From an optimization exercise on the open Yosys and OpenROAD flow, aimed at small area, a short achievable clock period and few clock cycles; shortcuts taken in it are not production practice.
At most, simulation tests tie the RTL to the original design; equivalence was not proved.

==> 04-26 <==
==> flow/design.v <==
module st7032_encoder (
    input  wire        clk,
    input  wire        rst,         
    input  wire        cmd_valid,
    output reg         cmd_ready,
    input  wire [15:0] cmd_word,
    input  wire [15:0] cmd_len,
    input  wire        pay_valid,
    output wire        pay_ready,
    input  wire [7:0]  pay_data,
    output reg         rsp_valid,
    output reg  [2:0]  rsp_result,
    output wire [7:0]  rsp_data,
    output wire [3:0]  rsp_step,
    output reg         ev_valid,
    input  wire        ev_ready,
    output wire [2:0]  ev_kind,
    output wire [7:0]  ev_data,
    input  wire        ev_ok,
    input  wire [7:0]  ev_rdata
);
    localparam [2:0] EV_CFG   = 3'd0;
    localparam [2:0] EV_BEGIN = 3'd1;
    localparam [2:0] EV_WRITE = 3'd2;
    localparam [2:0] EV_END   = 3'd3;
    localparam [2:0] EV_REQ   = 3'd4;
    localparam [2:0] EV_WAIT  = 3'd5;
    localparam [2:0] R_OK        = 3'd0;
    localparam [2:0] R_IGNORED   = 3'd1;
    localparam [2:0] R_NOT_READY = 3'd2;
    localparam [2:0] R_BUS_ERROR = 3'd3;
    localparam [2:0] R_READ_FAIL = 3'd4;
    localparam [2:0] R_INVALID   = 3'd5;
    localparam integer I_CFG   = 0;
    localparam integer I_BEGIN = 1;
    localparam integer I_WSEL  = 2;
    localparam integer I_WBYTE = 3;
    localparam integer I_END   = 4;
    localparam integer I_REQ   = 5;
    localparam integer I_WAIT  = 6;
    localparam [6:0] S_CFG   = 7'd1 << I_CFG;
    localparam [6:0] S_BEGIN = 7'd1 << I_BEGIN;
    localparam [6:0] S_WSEL  = 7'd1 << I_WSEL;
    localparam [6:0] S_WBYTE = 7'd1 << I_WBYTE;
    localparam [6:0] S_END   = 7'd1 << I_END;
    localparam [6:0] S_REQ   = 7'd1 << I_REQ;
    localparam [6:0] S_WAIT  = 7'd1 << I_WAIT;
    reg [6:0]  st;          
    reg [3:0]  op;          
    reg        ready;       
    reg        lines2;      
    reg [7:0]  b;           
    reg [15:0] c;           
    reg        pm;          
    reg        dv;          
    reg        sf;          
    wire busy = !cmd_ready;
    wire is_init  = (op == 4'h0);
    wire is_avail = (op == 4'h1);
    wire is_pseq  = (op == 4'h3);
    wire is_data  = (op[3:1] == 3'b001);
    wire in_write = st[I_WSEL] || st[I_WBYTE];
    assign ev_kind   = {st[I_REQ] || st[I_WAIT],
                        in_write || st[I_END],
                        st[I_BEGIN] || st[I_END] || st[I_WAIT]};
    assign ev_data   = b;
    reg        pmw, pmv;
    assign pay_ready = (pmw && ev_ready) || pmv;
    assign rsp_data  = b & {8{dv}};
    assign rsp_step  = ~c[3:0] & {4{sf}};
    wire [3:0] w_op = cmd_word[15:12];
    wire [2:0] w_f  = cmd_word[10:8];
    wire [7:0] w_a  = cmd_word[7:0];
    wire w_is2  = (w_op == 4'h2);
    wire w_isA  = (w_op == 4'hA);
    wire w_isB  = (w_op == 4'hB);
    wire w_is7  = (w_op == 4'h7);
    wire w_is6  = (w_op == 4'h6);
    wire w_use_alo = w_is2 || w_isA || w_isB;                  
    wire w_use_a7  = w_is2 || w_isB;                           
    wire w_use_f0  = (w_op == 4'h0) || w_is6 || w_is7 ||
                     (w_op == 4'h8) || (w_op == 4'h9) || w_isB;
    wire w_use_f1  = w_is6 || w_is7;
    wire w_invalid = cmd_word[11] || (w_op == 4'hF) ||
                     ((|w_a[6:0]) && !w_use_alo) || (w_a[7] && !w_use_a7) ||
                     (w_f[0] && !w_use_f0) || (w_f[1] && !w_use_f1) ||
                     (w_f[2] && !w_is7);
    wire w_open   = (w_op[3:1] == 3'b000);    
    wire w_notrdy = !w_open && !ready;
    wire w_ignore = (w_op == 4'hB) && w_f[0] && !lines2;
    wire w_run    = !w_invalid && !w_notrdy && !w_ignore;
    wire w_init   = (w_op == 4'h0) && !w_invalid;
    wire [2:0] w_res = w_invalid ? R_INVALID : w_notrdy ? R_NOT_READY :
                       w_ignore ? R_IGNORED : R_OK;
    wire [6:0] w_st  = (w_op == 4'h0) ? S_CFG : (w_op[3:2] == 2'b11) ? S_REQ : S_BEGIN;
    wire [2:0] c_f = c[10:8];
    wire [7:0] c_a = c[7:0];
    reg  [7:0] cbyte;
    always @(*) begin
        case (op)
            4'h0: begin
                case (~c[3:0])
                    4'd1:    cbyte = 8'h38;
                    4'd2:    cbyte = 8'h39;
                    4'd3:    cbyte = 8'h14;
                    4'd4:    cbyte = 8'h79;
                    4'd5:    cbyte = 8'h50;
                    4'd6:    cbyte = 8'h6C;
                    4'd7:    cbyte = 8'h0C;
                    4'd8:    cbyte = 8'h01;
                    default: cbyte = 8'h06;
                endcase
            end
            4'h2:    cbyte = c_a;
            4'h4:    cbyte = 8'h01;
            4'h5:    cbyte = 8'h02;
            4'h6:    cbyte = {6'b000001, c_f[1:0]};
            4'h7:    cbyte = {5'b00001, c_f};
            4'h8:    cbyte = {5'b00011, c_f[0], 2'b00};
            4'h9:    cbyte = {5'b00010, c_f[0], 2'b00};
            4'hA:    cbyte = {1'b1, c_a[6:0]};
            default: cbyte = {1'b1, c_a[6] ^ c_f[0], c_a[5:0]};
        endcase
    end
    reg [7:0] rd_byte;
    always @(*) begin
        case (op[1:0])
            2'b00:   rd_byte = ev_rdata;                   
            2'b01:   rd_byte = {7'b0, ev_rdata[7]};        
            default: rd_byte = {1'b0, ev_rdata[6:0]};      
        endcase
    end
    wire step1 = (c[3:0] == ~4'd1);
    wire step9 = (c[3:0] == ~4'd9);
    wire err   = rsp_result[0];           
    wire acc  = cmd_valid && cmd_ready;
    wire fire = ev_valid && ev_ready;
    wire take = pay_valid && pay_ready;
    wire f_cfg   = fire && st[I_CFG];
    wire f_begin = fire && st[I_BEGIN];
    wire f_write = fire && in_write;
    wire f_end   = fire && st[I_END];
    wire f_req   = fire && st[I_REQ];
    wire f_wait  = fire && st[I_WAIT];
    wire f_wait1 = f_wait && b[1:0] == 2'd1;
    wire f_wait2 = f_wait && b[1:0] == 2'd2;
    wire f_wait3 = f_wait && b[1:0] == 2'd3;
    wire f_cbyte   = f_write && st[I_WSEL] && !is_pseq;
    wire pay_wait  = f_write && !take && pm;
    wire init_adv  = (f_wait1 && is_init && !err && !step1 && !step9) || f_wait2;
    wire init_bad  = f_wait1 && is_init && err;
    wire done = f_req || f_wait3 || (f_end && (is_avail || is_data)) ||
                (f_wait1 && (!is_init || err));
    always @(posedge clk) begin
        if (rst) begin
            cmd_ready <= 1'b1;
            rsp_valid <= 1'b0;
        end else if (acc) begin
            cmd_ready <= !w_run;
            rsp_valid <= !w_run;
        end else if (done) begin
            cmd_ready <= 1'b1;
            rsp_valid <= 1'b1;
        end
    end
    wire v_n = rst ? 1'b0 : acc ? w_run : (done || pay_wait) ? 1'b0 :
               take ? 1'b1 : ev_valid;
    always @(posedge clk)
        ev_valid <= v_n;
    always @(posedge clk) begin
        if (rst)
            ready <= 1'b0;
        else if (acc && w_init)
            ready <= 1'b0;
        else if (f_wait3)
            ready <= 1'b1;
    end
    always @(posedge clk)
        if (acc && w_init)
            lines2 <= w_f[0];
    always @(posedge clk)
        if (acc)
            op <= w_op;
    always @(posedge clk)
        if (acc)
            st <= w_st;
        else if (f_cfg || init_adv)
            st <= S_BEGIN;
        else if (f_begin)
            st <= is_avail ? S_END : S_WSEL;
        else if (f_write)
            st <= (take || pm || f_cbyte) ? S_WBYTE : S_END;
        else if (f_end)
            st <= S_WAIT;
    always @(posedge clk)
        if (acc)
            rsp_result <= w_res;
        else if (f_req)
            rsp_result <= {!ev_ok, 2'b00};
        else if (f_end)
            rsp_result <= {1'b0, {2{!is_avail && !ev_ok}}};
    always @(posedge clk)
        if (acc)
            dv <= 1'b0;
        else if (f_req)
            dv <= ev_ok;
        else if (f_end)
            dv <= is_avail;
    always @(posedge clk)
        if (acc)
            sf <= 1'b0;
        else if (init_bad)
            sf <= 1'b1;
    wire pm_n = rst ? 1'b0 : acc ? (w_run && (w_op == 4'h3) && (cmd_len != 16'd0)) :
                take ? (c != 16'd1) : pm;
    always @(posedge clk) begin
        pm  <= pm_n;
        pmw <= pm_n && !acc && (in_write || f_begin);
        pmv <= pm_n && !v_n;
    end
    wire        dec = take || init_adv;
    wire [15:0] cz;                       
    assign cz[0] = 1'b1;
    genvar gi;
    generate
        for (gi = 1; gi < 16; gi = gi + 1) begin : g_cz
            assign cz[gi] = cz[gi - 1] && !c[gi - 1];
        end
    endgenerate
    always @(posedge clk)
        c <= acc ? ((w_op == 4'h3) ? cmd_len :
                    {cmd_len[15:11], cmd_word[10:4], cmd_word[3:1] | {3{w_op == 4'h0}}, cmd_word[0]}) :
                   c ^ (cz & {16{dec}});
    wire ld_sel  = f_begin;
    wire ld_3e   = acc || init_adv;
    wire ld_w    = f_end;                 
    wire ld_w23  = f_wait1 && is_init && (step1 || step9);
    wire b_hold  = !(ld_3e || ld_sel || f_cbyte || take || ld_w || ld_w23 || f_req);
    always @(posedge clk)
        b <= ({8{ld_3e}}             & 8'h3E)                     |
             ({8{ld_sel}}            & {1'b0, is_data, 6'b0})     |
             ({8{f_cbyte}}           & cbyte)                     |
             ({8{take}}              & pay_data)                  |
             ({8{ld_w}}              & {7'b0, ev_ok || !is_avail}) |
             ({8{ld_w23}}            & {6'b0, 1'b1, step9})      |
             ({8{f_req}}             & rd_byte)                   |
             ({8{b_hold}}            & b);
endmodule
==> flow/flow/run.sh <==
#!/bin/bash
set -euo pipefail
cd "$(dirname "$0")/.."
export BUFFER_PORTS_ARGS="-buffer_cell sky130_fd_sc_hd__buf_1"
DU="sky130_fd_sc_hd__probe_p_8 sky130_fd_sc_hd__probec_p_8 sky130_fd_sc_hd__lpflow_bleeder_1 sky130_fd_sc_hd__lpflow_clkbufkapwr_1 sky130_fd_sc_hd__lpflow_clkbufkapwr_16 sky130_fd_sc_hd__lpflow_clkbufkapwr_2 sky130_fd_sc_hd__lpflow_clkbufkapwr_4 sky130_fd_sc_hd__lpflow_clkbufkapwr_8 sky130_fd_sc_hd__lpflow_clkinvkapwr_1 sky130_fd_sc_hd__lpflow_clkinvkapwr_16 sky130_fd_sc_hd__lpflow_clkinvkapwr_2 sky130_fd_sc_hd__lpflow_clkinvkapwr_4 sky130_fd_sc_hd__lpflow_clkinvkapwr_8 sky130_fd_sc_hd__lpflow_decapkapwr_12 sky130_fd_sc_hd__lpflow_decapkapwr_3 sky130_fd_sc_hd__lpflow_decapkapwr_4 sky130_fd_sc_hd__lpflow_decapkapwr_6 sky130_fd_sc_hd__lpflow_decapkapwr_8 sky130_fd_sc_hd__lpflow_inputiso0n_1 sky130_fd_sc_hd__lpflow_inputiso0p_1 sky130_fd_sc_hd__lpflow_inputiso1n_1 sky130_fd_sc_hd__lpflow_inputiso1p_1 sky130_fd_sc_hd__lpflow_inputisolatch_1 sky130_fd_sc_hd__lpflow_isobufsrc_1 sky130_fd_sc_hd__lpflow_isobufsrc_16 sky130_fd_sc_hd__lpflow_isobufsrc_2 sky130_fd_sc_hd__lpflow_isobufsrc_4 sky130_fd_sc_hd__lpflow_isobufsrc_8 sky130_fd_sc_hd__lpflow_isobufsrckapwr_16 sky130_fd_sc_hd__lpflow_lsbuf_lh_hl_isowell_tap_1 sky130_fd_sc_hd__lpflow_lsbuf_lh_hl_isowell_tap_2 sky130_fd_sc_hd__lpflow_lsbuf_lh_hl_isowell_tap_4 sky130_fd_sc_hd__lpflow_lsbuf_lh_isowell_4 sky130_fd_sc_hd__lpflow_lsbuf_lh_isowell_tap_1 sky130_fd_sc_hd__lpflow_lsbuf_lh_isowell_tap_2 sky130_fd_sc_hd__lpflow_lsbuf_lh_isowell_tap_4"
for c in or4_1 or4_2 or4_4 or4b_1 or4b_2 or4b_4 or4bb_1 or4bb_2 or4bb_4 nor4_1 nor4_2 nor4_4 nor4b_1 nor4b_2 nor4b_4 nor4bb_1 nor4bb_2 nor4bb_4 or3_1 or3_2 or3_4 or3b_1 or3b_2 or3b_4; do
  DU="$DU sky130_fd_sc_hd__$c"
done
bash standard.sh "DONT_USE_CELLS=$DU" finish > make_finish.log 2>&1
==> flow/standard.sh <==
#!/bin/bash
# synth_recipe.tcl (not shown) runs the flow's synth.tcl, then flattens the netlist and writes it again
# the make line also repeats each setting of config.mk as NAME=value (left out here)
make -C /OpenROAD-flow-scripts/flow DESIGN_CONFIG=/design/flow/config.mk WORK_HOME=/design/flow/orfs CLKGATE_MAP_FILE= SYNTH_SCRIPT=/design/flow/synth_recipe.tcl "${@:-finish}"
==> flow/config.mk <==
export PLATFORM = sky130hd
export DESIGN_NAME = st7032_encoder
export DESIGN_NICKNAME = st7032_encoder
export VERILOG_FILES = /design/flow/design.v
export SDC_FILE = /design/flow/constraint.sdc
export NUM_CORES = 4
export LEC_CHECK = 0
export CAP_MARGIN = 20
export CORE_MARGIN = 2
export CORE_UTILIZATION = 40
export SETUP_SLACK_MARGIN = 2.0
export SLEW_MARGIN = 20
==> flow/constraint.sdc <==
create_clock -name core_clock -period 4.0 [get_ports {clk}]
set_input_delay 0.8000 -clock core_clock [delete_from_list [all_inputs] [get_ports {clk}]]
set_output_delay 0.8000 -clock core_clock [all_outputs]
set_load 0.01 [all_outputs]
==> 12-13 (differences from 04-26) <==
--- a/flow/design.v
+++ b/flow/design.v
@@ -56,4 +56,5 @@
     reg        sf;          
     wire busy = !cmd_ready;
+    wire idle = cmd_ready;
     wire is_init  = (op == 4'h0);
     wire is_avail = (op == 4'h1);
@@ -180,8 +181,8 @@
             lines2 <= w_f[0];
     always @(posedge clk)
-        if (acc)
+        if (idle)
             op <= w_op;
     always @(posedge clk)
-        if (acc)
+        if (idle)
             st <= w_st;
         else if (f_cfg || init_adv)
@@ -228,8 +229,11 @@
         end
     endgenerate
-    always @(posedge clk)
-        c <= acc ? ((w_op == 4'h3) ? cmd_len :
-                    {cmd_len[15:11], cmd_word[10:4], cmd_word[3:1] | {3{w_op == 4'h0}}, cmd_word[0]}) :
-                   c ^ (cz & {16{dec}});
+    wire [15:0] w_c = (w_op == 4'h3) ? cmd_len :
+                      {cmd_len[15:11], cmd_word[10:4], cmd_word[3:1] | {3{w_op == 4'h0}}, cmd_word[0]};
+    wire [15:0] c_dec = c ^ (cz & {16{dec}});
+    always @(posedge clk) begin
+        c[15:4] <= idle ? w_c[15:4] : c_dec[15:4];
+        c[3:0]  <= acc  ? w_c[3:0]  : c_dec[3:0];     
+    end
     wire ld_sel  = f_begin;
     wire ld_3e   = acc || init_adv;
--- a/flow/config.mk
+++ b/flow/config.mk
@@ -9,4 +9,4 @@
 export CORE_MARGIN = 2
 export CORE_UTILIZATION = 40
-export SETUP_SLACK_MARGIN = 2.0
+export SETUP_SLACK_MARGIN = 1.95
 export SLEW_MARGIN = 20
==> 09-16 (differences from 04-26) <==
--- a/flow/design.v
+++ b/flow/design.v
@@ -56,4 +56,5 @@
     reg        sf;          
     wire busy = !cmd_ready;
+    wire idle = cmd_ready;
     wire is_init  = (op == 4'h0);
     wire is_avail = (op == 4'h1);
@@ -65,6 +66,6 @@
                         st[I_BEGIN] || st[I_END] || st[I_WAIT]};
     assign ev_data   = b;
-    reg        pmw, pmv;
-    assign pay_ready = (pmw && ev_ready) || pmv;
+    reg        pmw;
+    assign pay_ready = pmw && (ev_ready || !ev_valid);
     assign rsp_data  = b & {8{dv}};
     assign rsp_step  = ~c[3:0] & {4{sf}};
@@ -180,8 +181,8 @@
             lines2 <= w_f[0];
     always @(posedge clk)
-        if (acc)
+        if (idle)
             op <= w_op;
     always @(posedge clk)
-        if (acc)
+        if (idle)
             st <= w_st;
         else if (f_cfg || init_adv)
@@ -217,5 +218,4 @@
         pm  <= pm_n;
         pmw <= pm_n && !acc && (in_write || f_begin);
-        pmv <= pm_n && !v_n;
     end
     wire        dec = take || init_adv;
@@ -228,8 +228,11 @@
         end
     endgenerate
-    always @(posedge clk)
-        c <= acc ? ((w_op == 4'h3) ? cmd_len :
-                    {cmd_len[15:11], cmd_word[10:4], cmd_word[3:1] | {3{w_op == 4'h0}}, cmd_word[0]}) :
-                   c ^ (cz & {16{dec}});
+    wire [15:0] w_c = (w_op == 4'h3) ? cmd_len :
+                      {cmd_len[15:11], cmd_word[10:4], cmd_word[3:1] | {3{w_op == 4'h0}}, cmd_word[0]};
+    wire [15:0] c_dec = c ^ (cz & {16{dec}});
+    always @(posedge clk) begin
+        c[15:4] <= idle ? w_c[15:4] : c_dec[15:4];
+        c[3:0]  <= acc  ? w_c[3:0]  : c_dec[3:0];     
+    end
     wire ld_sel  = f_begin;
     wire ld_3e   = acc || init_adv;
--- a/flow/config.mk
+++ b/flow/config.mk
@@ -9,4 +9,4 @@
 export CORE_MARGIN = 2
 export CORE_UTILIZATION = 40
-export SETUP_SLACK_MARGIN = 2.0
+export SETUP_SLACK_MARGIN = 1.9
 export SLEW_MARGIN = 20
==> 01-03 (differences from 04-26) <==
--- a/flow/design.v
+++ b/flow/design.v
@@ -52,8 +52,8 @@
     reg [7:0]  b;           
     reg [15:0] c;           
-    reg        pm;          
     reg        dv;          
     reg        sf;          
     wire busy = !cmd_ready;
+    wire idle = cmd_ready;
     wire is_init  = (op == 4'h0);
     wire is_avail = (op == 4'h1);
@@ -65,6 +65,6 @@
                         st[I_BEGIN] || st[I_END] || st[I_WAIT]};
     assign ev_data   = b;
-    reg        pmw, pmv;
-    assign pay_ready = (pmw && ev_ready) || pmv;
+    reg        pmw;
+    assign pay_ready = pmw && (ev_ready || !ev_valid);
     assign rsp_data  = b & {8{dv}};
     assign rsp_step  = ~c[3:0] & {4{sf}};
@@ -147,5 +147,5 @@
     wire f_wait3 = f_wait && b[1:0] == 2'd3;
     wire f_cbyte   = f_write && st[I_WSEL] && !is_pseq;
-    wire pay_wait  = f_write && !take && pm;
+    wire pay_wait  = f_write && !take && pmw;
     wire init_adv  = (f_wait1 && is_init && !err && !step1 && !step9) || f_wait2;
     wire init_bad  = f_wait1 && is_init && err;
@@ -180,8 +180,8 @@
             lines2 <= w_f[0];
     always @(posedge clk)
-        if (acc)
+        if (idle)
             op <= w_op;
     always @(posedge clk)
-        if (acc)
+        if (idle)
             st <= w_st;
         else if (f_cfg || init_adv)
@@ -190,5 +190,5 @@
             st <= is_avail ? S_END : S_WSEL;
         else if (f_write)
-            st <= (take || pm || f_cbyte) ? S_WBYTE : S_END;
+            st <= (take || pmw || f_cbyte) ? S_WBYTE : S_END;
         else if (f_end)
             st <= S_WAIT;
@@ -212,10 +212,11 @@
         else if (init_bad)
             sf <= 1'b1;
-    wire pm_n = rst ? 1'b0 : acc ? (w_run && (w_op == 4'h3) && (cmd_len != 16'd0)) :
-                take ? (c != 16'd1) : pm;
-    always @(posedge clk) begin
-        pm  <= pm_n;
-        pmw <= pm_n && !acc && (in_write || f_begin);
-        pmv <= pm_n && !v_n;
+    always @(posedge clk) begin
+        if (rst || idle)
+            pmw <= 1'b0;
+        else if (f_begin)
+            pmw <= is_pseq && (c != 16'd0);
+        else if (take)
+            pmw <= (c != 16'd1);
     end
     wire        dec = take || init_adv;
@@ -228,8 +229,11 @@
         end
     endgenerate
-    always @(posedge clk)
-        c <= acc ? ((w_op == 4'h3) ? cmd_len :
-                    {cmd_len[15:11], cmd_word[10:4], cmd_word[3:1] | {3{w_op == 4'h0}}, cmd_word[0]}) :
-                   c ^ (cz & {16{dec}});
+    wire [15:0] w_c = (w_op == 4'h3) ? cmd_len :
+                      {cmd_len[15:11], cmd_word[10:4], cmd_word[3:1] | {3{w_op == 4'h0}}, cmd_word[0]};
+    wire [15:0] c_dec = c ^ (cz & {16{dec}});
+    always @(posedge clk) begin
+        c[15:4] <= idle ? w_c[15:4] : c_dec[15:4];
+        c[3:0]  <= acc  ? w_c[3:0]  : c_dec[3:0];     
+    end
     wire ld_sel  = f_begin;
     wire ld_3e   = acc || init_adv;
--- a/flow/config.mk
+++ b/flow/config.mk
@@ -9,4 +9,4 @@
 export CORE_MARGIN = 2
 export CORE_UTILIZATION = 40
-export SETUP_SLACK_MARGIN = 2.0
+export SETUP_SLACK_MARGIN = 1.9
 export SLEW_MARGIN = 20
==> results.toml <==
[sta]
fin_ws_ns = 1.916

[worst_setup_path]
critical_path_class = "in2reg"
rrSetupSlack_ns = 2.01

[route]
first_pass_iters = 4

[status]
status = "timing/DRC/antenna clean"

[finish]
fillers = 790

[clocking]
cts.sinks = 47

[synth]
synthAdderAreaFrac = 0.02713
(the above is from 09-16)
==> results.toml <==
[status]
status = "timing/DRC/antenna clean"

[worst_setup_path]
cp-startpoint = "ev_ready"
rrSetupSlack_ns = 2.04
critical_path_class = "in2out"

[route]
first_pass_iters = 4

[clocking]
cts_buffers = 5
cts.sinks = 48

[synth]
synthAdderAreaFrac = 0.02716

[finish]
fillers = 785
(the above is from 12-13)
==> results.toml <==
[synth]
synthSimpleGateAreaFrac = 0.2808
synth_edf_count = 15
synthAdderAreaFrac = 0.02646

[global_routing]
grt_util_met3 = 0.02873

[placement]
dp_hpwl_microns = 7138

[worst_setup_path]
max_stage_delay_ns = 0.18
critical_path_class = "in2out"
rrSetupSlack_ns = 1.98

[finish]
fillers = 788

[status]
status = "timing/DRC/antenna clean"

[route]
first_pass_iters = 5

[job]
maxCapViolations = 0

[clocking]
cts.sinks = 48
(the above is from 04-26)
==> results.toml <==
[status]
status = "timing/DRC/antenna clean"

[sta]
fin_ws_ns = 1.895
max_freq_mhz = 475.2

[finish]
multi_input_area_share = 0.5182
seqCellArea_sq_um = 1080
fillers = 744

[route]
wl_per_cell_microns = 16.27

[clocking]
cts_buffers = 5
ctsResizeCount = 17
cts.sinks = 46

[power]
maxPowerGroup = "sequential cells"
ir_drop_mv = 0.1416

[worst_setup_path]
rrSetupSlack_ns = 1.97

[placement]
dp_hpwl_microns = 6780

[synth]
synthAdderAreaFrac = 0.02757
(the above is from 01-03)
Testbench counts of 12-13, summed over its fixed seeds: cycles 6,320.
The RTL of 04-26, 09-16 and 01-03 was laid out without a check of its function.

-- re-timing with driven ports --
Ports are ideal in the flow. The routed layouts listed here were re-timed in OpenROAD.
Step 1 assumes that a clkbuf_16 drives the clock port and a buf_2 every other input.
Step 2 times the ports against the registers' clock, not the clock port: input delays grow and output delays shrink by t, the midpoint of the rising clock arrivals with the driver on.
Three values: no drivers, after step 1, after step 2; two values: the first two.
run | t, ns | setup WS [ns] | worst hold slack (ns) | worst slew at a driven data input, ns | cell pins on the clock port's net
04-26 | 0.334 | 1.978 / 1.940 / 1.723 | 0.484 / 0.484 / 0.484 | 0.05 | 1
12-13 | 0.333 | 2.000 / 1.962 / 1.655 | 0.491 / 0.491 / 0.491 | 0.05 | 1
09-16 | 0.328 | 1.916 / 1.892 / 1.579 | 0.496 / 0.496 / 0.496 | 0.05 | 1
01-03 | 0.336 | 1.895 / 1.856 / 1.588 | 0.509 / 0.509 / 0.509 | 0.06 | 1
After both steps every run listed still meets setup and hold. The setup slack of 12-13, which loses most, moves by -0.038 ns with the drivers and by -0.345 ns with both steps.
